Background: an optimization exercise with open tools, aiming at small area, a short achievable clock period and few clock cycles. Do not read the settings as production practice. Function was not checked in any run shown here: the RTL went through the layout flow alone. Power figures rest on the tool's default switching activity, not on a simulated workload.

==> flow/design.v <==
module sc_tadd #(
    parameter N = 18
) (
    input  [2*N-1:0] a,
    input  [2*N-1:0] b,
    input  [1:0]     ci,
    output [2*N-1:0] s,
    output [1:0]     co
);
    wire [N:0] x1, x2;
    assign x1[0] = ~ci[1];
    assign x2[0] = ci[0] & ~ci[1];
    genvar k;
    generate
        for (k = 0; k < N; k = k + 1) begin : g_fa
            wire pa = a[2*k] & ~a[2*k+1], na = a[2*k+1], za = ~a[2*k];
            wire pb = b[2*k] & ~b[2*k+1], nb = b[2*k+1], zb = ~b[2*k];
            wire p2 = pa & pb, n2 = na & nb;                                
            wire p1 = (pa & zb) | (za & pb), n1 = (na & zb) | (za & nb);   
            assign x1[k+1] = ~((n1 & ~x1[k]) | (n2 & ~x2[k]));
            assign x2[k+1] = (p2 & x1[k]) | (p1 & x2[k]);
            wire s1p = p1 | n2, s1n = n1 | p2, s1z = ~(s1p | s1n);         
            wire cp = x2[k], cn = ~x1[k], cz = x1[k] & ~x2[k];
            wire sp = (s1p & cz) | (s1z & cp) | (s1n & cn);
            wire sn = (s1n & cz) | (s1z & cn) | (s1p & cp);
            assign s[2*k+1:2*k] = {sn, sp | sn};
        end
    endgenerate
    assign co = {~x1[N], x2[N] | ~x1[N]};
endmodule
module setun_core (
    input             clk,
    input             rst,
    input             start,
    input      [15:0] fuel,
    output reg        done,
    output reg [2:0]  status,
    output     [9:0]  reg_c,
    output     [9:0]  reg_f,
    output     [1:0]  reg_w,
    output     [35:0] reg_s,
    output     [35:0] reg_r,
    output reg        fram_en,
    output reg        fram_we,
    output reg        fram_page,
    output reg [6:0]  fram_row,
    output reg [17:0] fram_wdata,
    input      [17:0] fram_rdata,
    output reg        drum_en,
    output reg        drum_we,
    output reg [5:0]  drum_zone,
    output reg [5:0]  drum_row,
    output reg [17:0] drum_wdata,
    input      [17:0] drum_rdata
);
    localparam [1:0] TZ = 2'b00, TP = 2'b01, TN = 2'b11;
    localparam [2:0] ST_NONE = 3'd0, ST_DONE = 3'd1, ST_OVER = 3'd2, ST_ERROR = 3'd3,
                     ST_REFUSED = 3'd4, ST_FUEL = 3'd5;
    localparam [5:0] OP_LDS = {TP, TZ, TZ}, OP_ADD = {TP, TZ, TP}, OP_SUB = {TP, TZ, TN},
                     OP_XOR = {TP, TN, TZ}, OP_LDR = {TP, TN, TP}, OP_HLT = {TP, TN, TN},
                     OP_MUL = {TP, TP, TZ}, OP_MULA = {TP, TP, TP}, OP_MULB = {TP, TP, TN},
                     OP_BZ  = {TZ, TP, TZ}, OP_BP = {TZ, TP, TP}, OP_BN = {TZ, TP, TN},
                     OP_JMP = {TZ, TZ, TZ}, OP_STC = {TZ, TZ, TP}, OP_STF = {TZ, TZ, TN},
                     OP_LDF = {TZ, TN, TZ}, OP_LFC = {TZ, TN, TP}, OP_ADF = {TZ, TN, TN},
                     OP_SHF = {TN, TP, TZ}, OP_STS = {TN, TP, TP}, OP_NRM = {TN, TP, TN},
                     OP_F2D = {TN, TZ, TP}, OP_D2F = {TN, TZ, TN}, OP_IO = {TN, TZ, TZ};
    localparam [3:0] S_IDLE = 4'd0, S_FETCH = 4'd1, S_DEC = 4'd2, S_OP1 = 4'd3,
                     S_OP2 = 4'd4, S_RECV = 4'd5, S_EXEC = 4'd6, S_MUL = 4'd7,
                     S_SHF0 = 4'd8, S_SHF = 4'd9, S_NRM = 4'd10, S_XF0 = 4'd11,
                     S_XFER = 4'd12, S_DONE = 4'd13;
    function [1:0] tneg(input [1:0] t);
        tneg = {t[0] & ~t[1], t[0]};
    endfunction
    function [35:0] wneg18(input [35:0] w);
        integer k;
        begin
            for (k = 0; k < 18; k = k + 1)
                wneg18[2*k+1 -: 2] = tneg(w[2*k+1 -: 2]);
        end
    endfunction
    function [9:0] wneg5(input [9:0] w);
        integer k;
        begin
            for (k = 0; k < 5; k = k + 1)
                wneg5[2*k+1 -: 2] = tneg(w[2*k+1 -: 2]);
        end
    endfunction
    function [1:0] wsgn18(input [35:0] w);
        integer k;
        begin
            wsgn18 = TZ;
            for (k = 0; k < 18; k = k + 1)
                if (w[2*k]) wsgn18 = w[2*k+1 -: 2];
        end
    endfunction
    function [1:0] wsgn5(input [9:0] w);
        integer k;
        begin
            wsgn5 = TZ;
            for (k = 0; k < 5; k = k + 1)
                if (w[2*k]) wsgn5 = w[2*k+1 -: 2];
        end
    endfunction
    function [1:0] txor(input [1:0] a, input [1:0] b);
        reg [2:0] t;
        begin
            t = {a[1], a} + {b[1], b};
            if (t == 3'b000) txor = TZ;
            else if (t[2]) txor = TP;
            else txor = TN;
        end
    endfunction
    function signed [7:0] tval(input [1:0] t);
        tval = {{6{t[1]}}, t};
    endfunction
    function [6:0] frow(input [9:0] a);
        case (a[9:2])
            {TN, TN, TN, TN}: frow = 7'd0;
            {TN, TN, TN, TZ}: frow = 7'd1;
            {TN, TN, TN, TP}: frow = 7'd2;
            {TN, TN, TZ, TN}: frow = 7'd3;
            {TN, TN, TZ, TZ}: frow = 7'd4;
            {TN, TN, TZ, TP}: frow = 7'd5;
            {TN, TN, TP, TN}: frow = 7'd6;
            {TN, TN, TP, TZ}: frow = 7'd7;
            {TN, TN, TP, TP}: frow = 7'd8;
            {TN, TZ, TN, TN}: frow = 7'd9;
            {TN, TZ, TN, TZ}: frow = 7'd10;
            {TN, TZ, TN, TP}: frow = 7'd11;
            {TN, TZ, TZ, TN}: frow = 7'd12;
            {TN, TZ, TZ, TZ}: frow = 7'd13;
            {TN, TZ, TZ, TP}: frow = 7'd14;
            {TN, TZ, TP, TN}: frow = 7'd15;
            {TN, TZ, TP, TZ}: frow = 7'd16;
            {TN, TZ, TP, TP}: frow = 7'd17;
            {TN, TP, TN, TN}: frow = 7'd18;
            {TN, TP, TN, TZ}: frow = 7'd19;
            {TN, TP, TN, TP}: frow = 7'd20;
            {TN, TP, TZ, TN}: frow = 7'd21;
            {TN, TP, TZ, TZ}: frow = 7'd22;
            {TN, TP, TZ, TP}: frow = 7'd23;
            {TN, TP, TP, TN}: frow = 7'd24;
            {TN, TP, TP, TZ}: frow = 7'd25;
            {TN, TP, TP, TP}: frow = 7'd26;
            {TZ, TN, TN, TN}: frow = 7'd27;
            {TZ, TN, TN, TZ}: frow = 7'd28;
            {TZ, TN, TN, TP}: frow = 7'd29;
            {TZ, TN, TZ, TN}: frow = 7'd30;
            {TZ, TN, TZ, TZ}: frow = 7'd31;
            {TZ, TN, TZ, TP}: frow = 7'd32;
            {TZ, TN, TP, TN}: frow = 7'd33;
            {TZ, TN, TP, TZ}: frow = 7'd34;
            {TZ, TN, TP, TP}: frow = 7'd35;
            {TZ, TZ, TN, TN}: frow = 7'd36;
            {TZ, TZ, TN, TZ}: frow = 7'd37;
            {TZ, TZ, TN, TP}: frow = 7'd38;
            {TZ, TZ, TZ, TN}: frow = 7'd39;
            {TZ, TZ, TZ, TZ}: frow = 7'd40;
            {TZ, TZ, TZ, TP}: frow = 7'd41;
            {TZ, TZ, TP, TN}: frow = 7'd42;
            {TZ, TZ, TP, TZ}: frow = 7'd43;
            {TZ, TZ, TP, TP}: frow = 7'd44;
            {TZ, TP, TN, TN}: frow = 7'd45;
            {TZ, TP, TN, TZ}: frow = 7'd46;
            {TZ, TP, TN, TP}: frow = 7'd47;
            {TZ, TP, TZ, TN}: frow = 7'd48;
            {TZ, TP, TZ, TZ}: frow = 7'd49;
            {TZ, TP, TZ, TP}: frow = 7'd50;
            {TZ, TP, TP, TN}: frow = 7'd51;
            {TZ, TP, TP, TZ}: frow = 7'd52;
            {TZ, TP, TP, TP}: frow = 7'd53;
            {TP, TN, TN, TN}: frow = 7'd54;
            {TP, TN, TN, TZ}: frow = 7'd55;
            {TP, TN, TN, TP}: frow = 7'd56;
            {TP, TN, TZ, TN}: frow = 7'd57;
            {TP, TN, TZ, TZ}: frow = 7'd58;
            {TP, TN, TZ, TP}: frow = 7'd59;
            {TP, TN, TP, TN}: frow = 7'd60;
            {TP, TN, TP, TZ}: frow = 7'd61;
            {TP, TN, TP, TP}: frow = 7'd62;
            {TP, TZ, TN, TN}: frow = 7'd63;
            {TP, TZ, TN, TZ}: frow = 7'd64;
            {TP, TZ, TN, TP}: frow = 7'd65;
            {TP, TZ, TZ, TN}: frow = 7'd66;
            {TP, TZ, TZ, TZ}: frow = 7'd67;
            {TP, TZ, TZ, TP}: frow = 7'd68;
            {TP, TZ, TP, TN}: frow = 7'd69;
            {TP, TZ, TP, TZ}: frow = 7'd70;
            {TP, TZ, TP, TP}: frow = 7'd71;
            {TP, TP, TN, TN}: frow = 7'd72;
            {TP, TP, TN, TZ}: frow = 7'd73;
            {TP, TP, TN, TP}: frow = 7'd74;
            {TP, TP, TZ, TN}: frow = 7'd75;
            {TP, TP, TZ, TZ}: frow = 7'd76;
            {TP, TP, TZ, TP}: frow = 7'd77;
            {TP, TP, TP, TN}: frow = 7'd78;
            {TP, TP, TP, TZ}: frow = 7'd79;
            {TP, TP, TP, TP}: frow = 7'd80;
            default: frow = 7'd0;
        endcase
    endfunction
    function [7:0] negsmall(input [4:0] m);
        case (m)
            5'd1:    negsmall = {TZ, TZ, TZ, TN};
            5'd2:    negsmall = {TZ, TZ, TN, TP};
            5'd3:    negsmall = {TZ, TZ, TN, TZ};
            5'd4:    negsmall = {TZ, TZ, TN, TN};
            5'd5:    negsmall = {TZ, TN, TP, TP};
            5'd6:    negsmall = {TZ, TN, TP, TZ};
            5'd7:    negsmall = {TZ, TN, TP, TN};
            5'd8:    negsmall = {TZ, TN, TZ, TP};
            5'd9:    negsmall = {TZ, TN, TZ, TZ};
            5'd10:   negsmall = {TZ, TN, TZ, TN};
            5'd11:   negsmall = {TZ, TN, TN, TP};
            5'd12:   negsmall = {TZ, TN, TN, TZ};
            5'd13:   negsmall = {TZ, TN, TN, TN};
            5'd14:   negsmall = {TN, TP, TP, TP};
            5'd15:   negsmall = {TN, TP, TP, TZ};
            5'd16:   negsmall = {TN, TP, TP, TN};
            default: negsmall = {TZ, TZ, TZ, TZ};
        endcase
    endfunction
    function is_ldop(input [5:0] o);
        is_ldop = (o == OP_LDS) || (o == OP_ADD) || (o == OP_SUB) || (o == OP_XOR) ||
                  (o == OP_LDR) || (o == OP_HLT) || (o == OP_MUL) || (o == OP_MULA) ||
                  (o == OP_MULB) || (o == OP_LDF) || (o == OP_LFC) || (o == OP_ADF) ||
                  (o == OP_SHF);
    endfunction
    reg [3:0]  state;
    reg [9:0]  pc;            
    reg [9:0]  cex;           
    reg [9:0]  f_reg;         
    reg [1:0]  w_reg;         
    reg [35:0] s_reg;         
    reg [35:0] r_reg;         
    reg [15:0] fuel_left;
    reg        fuel_zero;     
    reg [5:0]  op;            
    reg [9:0]  ea;            
    reg        m_long;        
    reg        refuse;        
    reg        ex;            
    reg [35:0] m_reg;         
    reg [35:0] acc;           
    reg [5:0]  cnt;           
    reg        last;          
    reg        dir;           
    reg        npos;          
    reg [6:0]  row1;          
    assign reg_c = pc;
    assign reg_f = f_reg;
    assign reg_w = w_reg;
    assign reg_s = s_reg;
    assign reg_r = r_reg;
    wire [9:0] na1, na2;
    wire [1:0] na1_co, na2_co;
    sc_tadd #(.N(5)) u_na1 (.a(pc),  .b(10'd0), .ci(TP), .s(na1), .co(na1_co));
    sc_tadd #(.N(5)) u_na2 (.a(na1), .b(10'd0), .ci(TP), .s(na2), .co(na2_co));
    wire [9:0] pc_next = (na1[1:0] == TN) ? na2 : na1;
    wire [35:0] mraw = m_long ? m_reg : {18'd0, m_reg[35:18]};
    wire [9:0]  m5   = mraw[9:0];
    wire is_mul  = (op == OP_MUL);
    wire is_mula = (op == OP_MULA);
    wire is_mulb = (op == OP_MULB);
    wire is_mulx = is_mul | is_mula | is_mulb;
    wire is_shf  = (op == OP_SHF);
    wire is_f2d  = (op == OP_F2D);
    wire is_st   = (op == OP_STC) || (op == OP_STF) || (op == OP_STS) || (op == OP_NRM);
    wire is_err  = (op[5:2] == {TN, TN});      
    wire        in_mul = (state == S_MUL);
    wire [1:0]  mt     = r_reg[1:0];
    wire [35:0] mc     = is_mulb ? s_reg : m_reg;
    wire [35:0] add_a  = in_mul ? acc : is_mulb ? m_reg : is_mul ? 36'd0 : s_reg;
    wire [35:0] add_y  = in_mul ? mc : (op == OP_ADD || op == OP_SUB) ? m_reg : {acc[35:18], 18'd0};
    wire [1:0]  add_t  = in_mul ? mt : (op == OP_SUB) ? TN : TP;
    wire [35:0] add_b  = (add_t == TP) ? add_y : (add_t == TN) ? wneg18(add_y) : 36'd0;
    wire [35:0] add_sum;
    wire [1:0]  add_co;
    sc_tadd #(.N(18)) u_add (.a(add_a), .b(add_b), .ci(TZ), .s(add_sum), .co(add_co));
    wire add_ovf = (add_co != TZ);
    reg [35:0] xor_res;
    integer j;
    always @(*) begin
        for (j = 0; j < 18; j = j + 1)
            xor_res[2*j+1 -: 2] = txor(m_reg[2*j+1 -: 2], s_reg[2*j+1 -: 2]);
    end
    wire [9:0] fa_sum;
    wire [1:0] fa_co;
    sc_tadd #(.N(5)) u_fa (.a(op == OP_LFC ? cex : f_reg), .b(m5), .ci(TZ), .s(fa_sum), .co(fa_co));
    reg        e_sw, e_rw, e_fw, e_ww;    
    reg [35:0] e_s;
    reg [9:0]  e_f;
    reg [1:0]  e_w;
    reg        e_stop;
    reg [2:0]  e_status;
    always @(*) begin
        e_sw = 1'b0; e_rw = 1'b0; e_fw = 1'b0; e_ww = 1'b0;
        e_s = add_sum; e_f = fa_sum; e_w = wsgn18(add_sum);
        e_stop = 1'b0; e_status = ST_OVER;
        case (op)
            OP_LDS: begin e_sw = 1'b1; e_s = m_reg; e_ww = 1'b1; e_w = wsgn18(m_reg); end
            OP_ADD, OP_SUB, OP_MULA, OP_MULB: begin
                e_sw = 1'b1;
                if (add_ovf) e_stop = 1'b1;
                else e_ww = 1'b1;
            end
            OP_MUL: begin e_sw = 1'b1; e_ww = 1'b1; end
            OP_XOR: begin e_sw = 1'b1; e_s = xor_res; e_ww = 1'b1; e_w = wsgn18(xor_res); end
            OP_LDR: begin e_rw = 1'b1; end
            OP_HLT: begin e_rw = 1'b1; e_stop = 1'b1; e_status = ST_DONE; end
            OP_LDF: begin e_fw = 1'b1; e_f = m5; e_ww = 1'b1; e_w = wsgn5(m5); end
            OP_LFC, OP_ADF: begin e_fw = 1'b1; e_ww = 1'b1; e_w = wsgn5(fa_sum); end
            OP_SHF: begin e_ww = 1'b1; e_w = wsgn18(s_reg); end
            default: begin end
        endcase
    end
    wire [9:0] f_fwd = (ex && e_fw) ? e_f : f_reg;
    wire [1:0] w_fwd = (ex && e_ww) ? e_w : w_reg;
    wire [17:0] kw   = fram_rdata;
    wire [5:0]  kop  = kw[7:2];
    wire [1:0]  kmod = kw[1:0];
    wire [9:0]  ct_sum;
    wire [1:0]  ct_co;
    sc_tadd #(.N(5)) u_ct (.a(kw[17:8]), .b(kmod == TN ? wneg5(f_fwd) : f_fwd), .ci(TZ),
                           .s(ct_sum), .co(ct_co));
    wire [9:0] k_ea = (kmod == TZ) ? kw[17:8] : ct_sum;
    wire k_br = (kop == OP_JMP) || (kop == OP_BZ) || (kop == OP_BP) || (kop == OP_BN) ||
                (kop == OP_IO);
    wire k_taken = (kop == OP_JMP) || (kop == OP_BZ && w_fwd == TZ) ||
                   (kop == OP_BP && w_fwd == TP) || (kop == OP_BN && w_fwd == TN);
    wire k_xf  = (kop == OP_F2D) || (kop == OP_D2F);
    wire k_nrm = (kop == OP_NRM);
    reg [35:0] st_val;
    always @(*) begin
        case (op)
            OP_STC:  st_val = {26'd0, cex};
            OP_STF:  st_val = {26'd0, f_reg};
            default: st_val = s_reg;             
        endcase
    end
    wire [35:0] nrm_n = npos ? {34'd0, TP} : {28'd0, negsmall(cnt[4:0])};
    wire        shf_hi0 = (mraw[35:8] == 28'd0);
    wire signed [7:0] shf_lo = 8'sd27 * tval(mraw[7:6]) + 8'sd9 * tval(mraw[5:4])
                             + 8'sd3 * tval(mraw[3:2]) + tval(mraw[1:0]);
    wire        shf_big = !shf_hi0 || shf_lo >= 8'sd18 || shf_lo <= -8'sd18;
    wire [7:0]  shf_abs = shf_lo[7] ? -shf_lo : shf_lo;
    wire signed [7:0] zone_v = 8'sd27 * tval(ea[7:6]) + 8'sd9 * tval(ea[5:4])
                             + 8'sd3 * tval(ea[3:2]) + tval(ea[1:0]) - 8'sd1;
    wire [5:0] ea_zone = zone_v < 0 ? 6'd0 : (zone_v > 35 ? 6'd35 : zone_v[5:0]);
    wire [6:0] x_base  = (ea[9:8] == TN) ? 7'd0 : (ea[9:8] == TZ) ? 7'd27 : 7'd54;
    wire       x_rd = (cnt <= 6'd53);      
    wire       x_wr = (cnt >= 6'd2);       
    wire       x_fstep = is_f2d ? x_rd : x_wr;
    wire       x_dstep = is_f2d ? x_wr : x_rd;
    reg fetch_req;
    always @(*) begin
        case (state)
            S_FETCH: fetch_req = 1'b1;
            S_RECV:  fetch_req = !is_mulx && !is_shf;
            S_MUL:   fetch_req = last;
            S_SHF:   fetch_req = last;
            S_XFER:  fetch_req = last && is_f2d;
            default: fetch_req = 1'b0;
        endcase
    end
    wire fetch_ok = !fuel_zero && (pc[1:0] != TN);
    wire fetch_go = fetch_req && fetch_ok;
    wire [9:0] row_addr = (state == S_OP1) ? ea : pc;
    wire [6:0] row_tab  = frow(row_addr);
    always @(*) begin
        fram_en    = 1'b0;
        fram_we    = 1'b0;
        fram_page  = (row_addr[1:0] == TP);
        fram_row   = row_tab;
        fram_wdata = m_long ? st_val[35:18] : st_val[17:0];
        drum_en    = 1'b0;
        drum_we    = 1'b0;
        drum_zone  = acc[5:0];
        drum_row   = acc[11:6];
        drum_wdata = m_reg[17:0];
        if (fetch_go) fram_en = 1'b1;
        case (state)
            S_OP1: begin
                fram_en = !refuse && !is_err;
                fram_we = is_st;
            end
            S_OP2: begin
                fram_en    = 1'b1;
                fram_we    = is_st;
                fram_page  = 1'b0;
                fram_row   = row1;
                fram_wdata = st_val[17:0];
            end
            S_XFER: begin
                if (!fetch_req) begin
                    fram_page  = acc[19];
                    fram_row   = acc[18:12];
                end
                fram_wdata = m_reg[17:0];
                if (is_f2d) begin
                    if (x_rd) fram_en = 1'b1;
                    drum_en = x_wr;
                    drum_we = 1'b1;
                end else begin
                    drum_en = x_rd;
                    fram_en = x_wr;
                    fram_we = 1'b1;
                end
            end
            default: begin end
        endcase
    end
    task stop(input [2:0] st);
        begin
            status <= st;
            done   <= 1'b1;
            state  <= S_DONE;
        end
    endtask
    task after_fetch;
        begin
            ex <= 1'b1;
            if (fetch_ok) state <= S_DEC;
            else state <= S_EXEC;
        end
    endtask
    task use_fuel;
        begin
            fuel_left <= fuel_left - 16'd1;
            fuel_zero <= (fuel_left == 16'd1);
        end
    endtask
    task store_done;
        begin
            case (op)
                OP_STF: w_reg <= wsgn5(f_reg);
                OP_STS: w_reg <= wsgn18(s_reg);
                OP_NRM: begin
                    s_reg <= nrm_n;
                    w_reg <= npos ? TP : (cnt == 6'd0 ? TZ : TN);
                end
                default: begin end
            endcase
            state <= S_FETCH;
        end
    endtask
    always @(posedge clk) begin
        if (rst) begin
            state     <= S_IDLE;
            done      <= 1'b0;
            status    <= ST_NONE;
            pc        <= 10'd0;
            f_reg     <= 10'd0;
            w_reg     <= TZ;
            s_reg     <= 36'd0;
            r_reg     <= 36'd0;
            fuel_left <= 16'd0;
            fuel_zero <= 1'b1;
            ex        <= 1'b0;
        end else begin
            case (state)
                S_IDLE: begin
                    if (start) begin
                        fuel_left <= fuel;
                        fuel_zero <= (fuel == 16'd0);
                        state     <= S_FETCH;
                    end
                end
                S_FETCH: begin
                    if (fetch_ok) state <= S_DEC;
                    else if (ex) state <= S_EXEC;
                    else if (fuel_zero) stop(ST_FUEL);
                    else stop(ST_REFUSED);
                end
                S_EXEC, S_DEC: begin
                    if (ex) begin
                        if (e_sw) s_reg <= e_s;
                        if (e_rw) r_reg <= m_reg;
                        if (e_fw) f_reg <= e_f;
                        if (e_ww) w_reg <= e_w;
                    end
                    ex <= 1'b0;
                    if (ex && e_stop) begin
                        pc <= cex;
                        stop(e_status);
                    end else if (state == S_EXEC) begin
                        state <= S_FETCH;
                    end else begin
                        op     <= kop;
                        ea     <= k_ea;
                        m_long <= (k_ea[1:0] == TN);
                        refuse <= (k_ea == {TP, TP, TP, TP, TN});    
                        cex    <= pc;
                        pc     <= k_taken ? k_ea : pc_next;
                        cnt    <= 6'd0;
                        npos   <= 1'b0;
                        use_fuel();
                        if (k_br) state <= S_FETCH;
                        else if (k_xf) state <= S_XF0;
                        else if (k_nrm) state <= S_NRM;
                        else state <= S_OP1;
                    end
                end
                S_NRM: begin
                    if (refuse) begin
                        pc <= cex;
                        stop(ST_REFUSED);
                    end else if (cnt == 6'd0 && s_reg[35:34] != TZ) begin
                        s_reg <= {2'b00, s_reg[35:2]};
                        npos  <= 1'b1;
                        state <= S_OP1;
                    end else if (s_reg[33:32] != TZ || s_reg == 36'd0) begin
                        state <= S_OP1;
                    end else begin
                        s_reg <= {s_reg[33:0], 2'b00};
                        cnt   <= cnt + 6'd1;
                    end
                end
                S_OP1: begin
                    row1 <= row_tab + 7'd1;
                    if (is_err) begin
                        pc <= cex;
                        stop(ST_ERROR);
                    end else if (refuse) begin
                        pc <= cex;
                        stop(ST_REFUSED);
                    end else if (m_long) begin
                        state <= S_OP2;
                    end else if (is_st) begin
                        store_done();
                    end else begin
                        state <= S_RECV;
                    end
                end
                S_OP2: begin
                    if (is_st) begin
                        store_done();
                    end else begin
                        m_reg[35:18] <= fram_rdata;
                        state <= S_RECV;
                    end
                end
                S_RECV: begin
                    if (m_long) m_reg[17:0] <= fram_rdata;
                    else m_reg <= {fram_rdata, 18'd0};
                    if (is_mulx) begin
                        acc  <= 36'd0;
                        last <= 1'b0;
                        if (is_mul) begin
                            r_reg <= {18'd0, s_reg[35:18]};
                            cnt   <= 6'd9;
                        end else if (r_reg[17:0] == 18'd0) begin
                            r_reg <= {r_reg[17:0], r_reg[35:18]};
                            cnt   <= 6'd9;
                        end else begin
                            cnt   <= 6'd18;
                        end
                        state <= S_MUL;
                    end else if (is_shf) begin
                        state <= S_SHF0;
                    end else begin
                        after_fetch();
                    end
                end
                S_MUL: begin
                    acc   <= {add_co, add_sum[35:2]};    
                    r_reg <= {r_reg[1:0], r_reg[35:2]};
                    cnt   <= cnt - 6'd1;
                    last  <= (cnt == 6'd2);
                    if (last) after_fetch();
                end
                S_SHF0: begin
                    cnt  <= {1'b0, shf_abs[4:0]};
                    last <= (shf_abs == 8'd1);
                    dir  <= shf_lo[7];
                    if (shf_big || shf_abs == 8'd0) begin
                        if (shf_big) s_reg <= 36'd0;
                        ex    <= 1'b1;
                        state <= S_FETCH;
                    end else begin
                        state <= S_SHF;
                    end
                end
                S_SHF: begin
                    s_reg <= dir ? {s_reg[33:0], 2'b00} : {2'b00, s_reg[35:2]};
                    cnt   <= cnt - 6'd1;
                    last  <= (cnt == 6'd2);
                    if (last) after_fetch();
                end
                S_XF0: begin
                    acc[5:0]   <= ea_zone;
                    acc[11:6]  <= 6'd0;
                    acc[18:12] <= x_base;
                    acc[19]    <= 1'b0;
                    last       <= 1'b0;
                    state      <= S_XFER;
                end
                S_XFER: begin
                    m_reg[17:0] <= is_f2d ? fram_rdata : drum_rdata;    
                    cnt  <= cnt + 6'd1;
                    last <= (cnt == 6'd54);
                    if (x_fstep) begin
                        acc[19] <= ~acc[19];
                        if (acc[19]) acc[18:12] <= acc[18:12] + 7'd1;
                    end
                    if (x_dstep) acc[11:6] <= acc[11:6] + 6'd1;
                    if (last) begin
                        ex <= 1'b0;
                        if (is_f2d && fetch_ok) state <= S_DEC;
                        else state <= S_FETCH;
                    end
                end
                default: begin   
                end
            endcase
        end
    end
endmodule
==> flow/run.sh <==
#!/bin/bash
# synth_recipe.tcl (not shown) runs the flow's synth.tcl, then flattens the netlist and writes it again
# the make line also repeats each setting of config.mk as NAME=value (left out here)
make -C /OpenROAD-flow-scripts/flow DESIGN_CONFIG=/design/flow/config.mk WORK_HOME=/design/flow/orfs CLKGATE_MAP_FILE= SYNTH_SCRIPT=/design/flow/synth_recipe.tcl finish
==> flow/config.mk <==
export PLATFORM = sky130hd
export DESIGN_NAME = setun_core
export DESIGN_NICKNAME = setun_core
export VERILOG_FILES = /design/flow/design.v
export SDC_FILE = /design/flow/constraint.sdc
export NUM_CORES = 4
export LEC_CHECK = 0
export ABC_AREA = 1
export CAP_MARGIN = 20
export CORE_MARGIN = 2
export CORE_UTILIZATION = 40
export PLACE_DENSITY = 0.6
export SLEW_MARGIN = 20
==> flow/constraint.sdc <==
create_clock -name core_clock -period 55.0 [get_ports {clk}]
set_input_delay 11.0000 -clock core_clock [delete_from_list [all_inputs] [get_ports {clk}]]
set_output_delay 11.0000 -clock core_clock [all_outputs]
set_load 0.01 [all_outputs]
==> run summary, run 1 <==
vias in the first global route=approximately 27000; Num CTS Buffers=35; synth warn=1; post-synthesis register bit count=roughly 240; most frequent cell after synthesis=nand2_1; fin crit share=a little under 30%; sequential element share of the synthesized area=a little under a quarter; IO Pins=roughly 210; DR iter-0 viols=a little under 4000; Tightest Hold Check Type=reg2reg; drt pass-1 iters=7; dpl ws=slightly below 40000 ps; Slew Viols, Final=0; unrepaired setup endpoints after global routing=false; Core Area=~63000 µm²; P&R area growth vs syn=15.00%; worst reg-to-reg setup slack=45610 ps; Post-CTS Setup Inserts=0; Layout Nets=4268; worst slew pin tran=approximately 1100 ps; Syn Std Cell Area=~26000 µm²; Worst-Skew Late Latency=570 ps; max cap viols=0; Finished Core Util=46.70%; # DRC=0; final antenna-violating net count=0; vias=around 30000; Peak Freq=61.75 MHz; Chip Height=around 260 µm; status=no timing/DRC/antenna violations; largest net degree at the start of global routing=slightly below 80; initial antenna violation count=3; Hold Startpoint=pc[7]; top cells by count, synth=nand2_1, inv_1, nor2_1; Yosys top cell by area=edfxtp_1; via/cell ratio=5.978; GP Congestion=1.027; Reg2Reg Launch Point=state[2]; Post-Route WL=around 120000 µm; Worst setup startpoint=state[2]; Filler cells=6577; CP max FO=22; Synth top area share=13.57%; Leakage=between 10 and 15 nW; startpoint types=register; Peak supply drop=0.02882 mV; setup violators final=0; synth unique cells=74; TNS Setup=0 ps; number of gates resized after cts=0; layout cells sized above 1=roughly 6.7%; Post-CTS Hold Buffers=0; Syn Inst Count=roughly 4000; CTS sink count=approximately 240; Post-synth EDFFs=about 120; Rows=slightly above 90; Worst EP required=44000 ps; Final WS setup=38810 ps; Worst Path Class, Setup=reg2out; DP HPWL=92330 µm; clock slew at reported path FFs=~70 ps; All-Layer GR Usage=between 30% and 40%; CTS tree=built; Initial Utilization=40.61%; H-tree depth=2; routed length per instance=24.37 µm; Synth area leaders=edfxtp_1, nand2_1, dfxtp_1; WP data arrival=between 5000 and 6000 ps; first-pass GRT wire length=178000 µm; pwr dens=between 50 and 60 nW/µm²; most common flop cell mapped by yosys=dfxtp_1; CTS max path bufs=3; Fin Clk Skew=approximately 23 ps; CTS root buf=clkbuf_16; CP endpoint kind=output port; die footprint=~66000 µm²; R2R depth=55; post-synth net total=between 4000 and 5000; Rel. slew slack=between 20% and 30%; minimum clock period=between 15000 and 20000 ps; Hold Fails Final Rpt=0; asr flop ratio synth=0%; die width=around 260 µm; gr ovfl total=0; synthesized area per cell=around 6.5 µm²; IO buf count=between 200 and 250; Hold Crit Depth=0
==> path summary, 6_finish.rpt <==
check,to
worst min-delay path,cex[7]
worst max-delay path,fram_row[3]
worst max register to register,register
worst min register to register,cex[7]
==> cell families after synthesis <==
family	Yosys count	synth area share, %
DFF	243	23.48
xor gates and xnor gates	38	1.297
buffers and inverters	768	11.92
AOI/OAI and AO/OA	1050	24.83
muxes	1	0.04388
adders and majority gates	142	8.825
and+or+nand+nor	1715	29.60
==> final cells by class <==
type | count | area, µm² | share of cell area (%)
diodes | 1 | 2.502 | 0.008479
clock buffers | 57 | 1081 | 3.663
clock inverters | 5 | 30.03 | 0.1018
inverters | 584 | 2196 | 7.441
multi-input cells | 2946 | 16630 | 56.36
flip-flops and latches | 243 | 6026 | 20.42
well taps | 846 | 1059 | 3.587
repair buffers | 261 | 2485 | 8.420
==> critical path, stage by stage, from the launching register on <==
cell and delay, ps:
dfxtp_1 400, nor2_1 170, inv_1 80, nor2_1 360, inv_1 400, o21ai_1 670, clkinv_1 450, nor2_1 320
nand3_1 120, nand2_1 110, a221oi_1 60, o31ai_1 620, o211ai_1 160, nand3_1 140, clkdlybuf4s50_1 550
==> layer usage <==
metal  part of all wire (%)  track usage (%)  up-vias  wire length (µm)
li1                       -                -    13730                 -
met1                     39            45.44    13680             47310
met2                     42            54.21     1772             51180
met3                     11            8.668      358             13800
met4                    6.8            20.18        2              8153
met5                  0.011                0        -                13
==> cells in the final DEF, fill, tap and decap left out, types with 28 or more instances in the layout <==
cell type        Yosys  layout
nand3_1            248     247
clkdlybuf4s50_1      0     211
dfxtp_1            127     127
a31oi_1             28      28
edfxtp_1           116     116
o21ai_0            331     331
ha_1                77      77
nand2_1            742     742
nor2_1             428     419
fa_1                65      65
clkbuf_16            0      37
a21oi_1            284     281
xor2_1              29      29
inv_1              540     539
buf_4               37      49
nor3_1              94      93
o221ai_1            67      67
o22ai_1            105     105
nand2_2             61      61
nand4_1             39      39
o211ai_1            46      46
==> metrics by stage <==
step	instances	cell area [µm²]	hold slack, ps	power [mW]
floorplan	3957	25660	448.0	0.9054
global placement	4880	28390	465.4	1.249
detailed placement	4880	28390	477.1	1.246
CTS	4942	29510	494.5	1.478
global route	4942	29510	514.7	1.605
finish	4943	29510	490.3	1.500
==> report_power, final <==
part / internal [mW] / switching [mW] / leakage, nW
clock network: 0.134 / 0.0970 / 0.540
logic: 0.330 / 0.642 / 9.81
registers: 0.234 / 0.0633 / 2.11
total: 0.699 / 0.802 / 12.5
==> inputs of run 2 (changes only) <==
--- a/flow/config.mk
+++ b/flow/config.mk
@@ -6,5 +6,4 @@
 export NUM_CORES = 4
 export LEC_CHECK = 0
-export ABC_AREA = 1
 export CAP_MARGIN = 20
 export CORE_MARGIN = 2
==> run summary, run 2 <==
Critical path buffers and inverters=3 (-1); cell mode on critical path=a21oi_1; Fin Clk Skew=17.32 ps (-5.908 ps); Filler cells=6703 (+1.9%); die width=265.6 µm (+3.2%); routed length per instance=27.48 µm (+13%); Yosys top cell by area=edfxtp_1; fin crit share=30.63% (+1.2 points); placed insts=4545 (-6.9%); setup violators final=0 (unchanged); H-tree depth=1 (-1); via/cell ratio=6.676 (+12%); CP max stage delay=910 ps (+240 ps); Reg2Reg Launch Point=state[2]; startpoint types=register; Post-CTS Hold Buffers=0 (unchanged); Rows=95 (+3.3%); total power=1.123 mW (-25%); CTS max path bufs=3 (unchanged); final antenna-violating net count=0 (unchanged); clock slew at reported path FFs=60 ps (about the same); non-filler cells, final=4606 (-6.8%); Peak Freq=59.36 MHz (-3.9%); DR iter-0 viols=4763 (+20%); Peak supply drop=0.02869 mV (-0.47%); Initial Utilization=40.60% (about the same); initial antenna violation count=7 (+4); minimum clock period=16850 ps (+652.0 ps); number of gates resized after cts=0 (unchanged); area of placed instances=30100 µm² (+6.0%); Syn Inst Count=3644 (-7.9%); P&R area growth vs syn=14.27%; Synth top area share=12.73% (-0.84 points); Finished Cell Area=31270 µm² (+6.0%); top cells by count, synth=nor2_1, nand2_1, a21oi_1; Hold Fails Final Rpt=0 (unchanged); CTS root buf=clkbuf_16; DP HPWL=94360 µm (+2.2%); Hold Startpoint=done; Slew Viols, Final=0 (unchanged); Worst-Skew Late Latency=620 ps (+50 ps); Worst setup startpoint=state[2]; Post-CTS Setup Inserts=0 (unchanged); most frequent cell after synthesis=nor2_1; Hold WS=477.3 ps (-13.00 ps); TNS Setup=0 ps (unchanged); Worst EP required=44000 ps (about the same); Post-synth EDFFs=116 (unchanged); synthesized area per cell=7.510 µm² (+16%); sequential element share of the synthesized area=22.02% (-1.5 points); CP max FO=22 (unchanged); IO buf count=212 (unchanged); first-pass GRT wire length=184900 µm (+3.9%); Tightest Hold Check Type=reg2reg; status=no timing/DRC/antenna violations; synth warn=1 (unchanged); Leakage=11.23 nW (-9.8%); post-synth net total=3841 (-7.5%); gr ovfl total=0 (unchanged); # DRC=0 (unchanged); pwr dens=35.92 nW/µm² (-29%); All-Layer GR Usage=34.49% (-0.92 points); Post-Route WL=126600 µm (+5.1%); Rel. slew slack=25.39% (-1.2 points); Num CTS Buffers=31 (-11%); CTS sink count=243 (unchanged); GP Congestion=1.055 (+2.7%); most common flop cell mapped by yosys=dfxtp_1; largest net degree at the start of global routing=73 (-5.2%); worst reg-to-reg setup slack=42850 ps (-2760 ps); vias in the first global route=27720 (+0.85%); vias=30750 (+4.1%); commonest non-fill, non-tap cell in the layout=nor2_1; Worst Path Class, Setup=reg2out; Chip Height=265.6 µm (+3.2%); CTS tree=built; unrepaired setup endpoints after global routing=false; critical-path cell list=nor2_1 -> nand3_1 -> nor2_1 -> a21oi_1 -> inv_1 -> ha_1 -> o21ai_0 -> a21boi_0 -> a21boi_0 -> a22oi_1 -> a21oi_1 -> a21oi_1 -> o22ai_1 -> a22o_1 -> a222oi_1 -> inv_1 -> clkdlybuf4s50_1; kind of cell adding the most delay to the critical path=compound AO/OA/AOI/OAI gates; Layout Nets=3904 (-8.5%); Slowest-stage cell, CP=dfxtp_1; asr flop ratio synth=0% (unchanged); Core Area=67400 µm² (+6.6%); WP data arrival=5850 ps (+660 ps); Syn Std Cell Area=27360 µm² (+6.6%); drt pass-1 iters=8 (+1); Synth area leaders=edfxtp_1, dfxtp_1, nor2_1; synth unique cells=137 (+85%); most frequent cells in the layout=nor2_1, nand2_1, a21oi_1, clkdlybuf4s50_1, o21ai_0; CP endpoint kind=output port; worst slew pin tran=1113 ps (+23.69 ps); die footprint=70520 µm² (+6.5%); post-synthesis register bit count=243 (unchanged); max cap viols=0 (unchanged); layout cells sized above 1=7.797% (+1.1 points); IO Pins=213 (unchanged)
[run 2: changes by cell type after synthesis, sizes merged, moves of 46 or more]
cell,delta
mux2i,+59
nor3,+46
a22o,+47
o21ai,-120
nand3,-180
nand2,-467
a222oi,+48
a211oi,+63
inv,-390
a221oi,+55
a22oi,+46
clkbuf,+81
[run 2: layout make-up]
class | instances | area (µm²) | area share [%]
Antenna cell | 1 | 2.502 | 0.008002
Clock buffer | 45 | 940.9 | 3.009
Clock inverter | 13 | 203.9 | 0.6522
Sequential cell | 243 | 6026 | 19.27
Multi-Input combinational cell | 2940 | 19440 | 62.15
Tap cell | 873 | 1092 | 3.493
Timing Repair Buffer | 318 | 2920 | 9.339
Inverter | 173 | 649.4 | 2.077
[run 2: routing by layer]
layer	up-vias	wire length, µm	global-route usage [%]
met5	-	18	0
met4	2	8583	20.09
met3	433	13950	7.388
met2	1844	54160	52.41
met1	14660	49860	45.08
li1	13810	-	-
[run 2: stage by stage]
| stage | setup WS, ps | utilization (%) |
|---|---|---|
| after floorplan | 40260 | - |
| after global placement | 38650 | 44.66 |
| after detailed placement | 38510 | 44.66 |
| after CTS | 38280 | 46.36 |
| after global routing | 37590 | 46.40 |
| final | 38150 | 46.40 |
[run 2: worst register-to-register path: cells and delay by family, from the launching register on]
| kind | cells | cell delay, ps |
|---|---|---|
| AOI/OAI and AO/OA | 14 | 4300 |
| adders and majority gates | 1 | 260 |
| buffers and inverters | 2 | 870 |
| DFF | 1 | 910 |
| muxes | 1 | 590 |
| and+or+nand+nor | 15 | 5080 |
[run 2: power by group]
part	total, mW	internal, mW	switching (mW)
Clock	0.234	0.142	0.0923
Sequential	0.261	0.215	0.0458
Combinational	0.628	0.231	0.396
[run 2: cells by family (layout without fill, tap and decap cells)]
family | Yosys count | count (layout) | share of synthesized area, %
multiplexers | 91 | 91 | 3.534
AND/OR/NAND/NOR | 1388 | 1388 | 24.27
AO/OA/AOI/OAI | 1258 | 1258 | 32.67
adder cells (fa/ha/maj) | 142 | 142 | 8.276
flip-flops | 243 | 243 | 22.02
buffers and inverters | 461 | 549 | 7.270
XOR/XNOR | 61 | 61 | 1.952
other | 0 | 1 | 0
[run 2: final timing paths]
kind,end,cells after the start
min,done,2
max,fram_row[1],17
min reg2reg,done,2
max reg2reg,register,33

## what the ideal ports hide
How much do the figures lean on ideal ports? The routed layouts below were timed once more, with nothing changed but the port constraints.
Step 1: set_driving_cell puts a clkbuf_16 on clk and a buf_2 on each other input, an assumption about the parent block.
Step 2 also shifts input and output timing later by t, the mid clock arrival at the registers, as if the neighbouring blocks saw the same clock.
a / b / c = ideal ports / drivers / drivers and shift; a / b = the first two.
run	shift t [ns]	slack for setup (ns)	latest minus earliest clock arrival (ns)	slew at the worst register clock pin (ns)
run 1	0.621	38.806 / 38.744 / 39.365	0.023 / 0.023	0.07 / 0.07
run 2	0.669	38.154 / 38.093 / 38.364	0.017 / 0.018	0.08 / 0.08
After both steps every run listed still meets setup and hold.
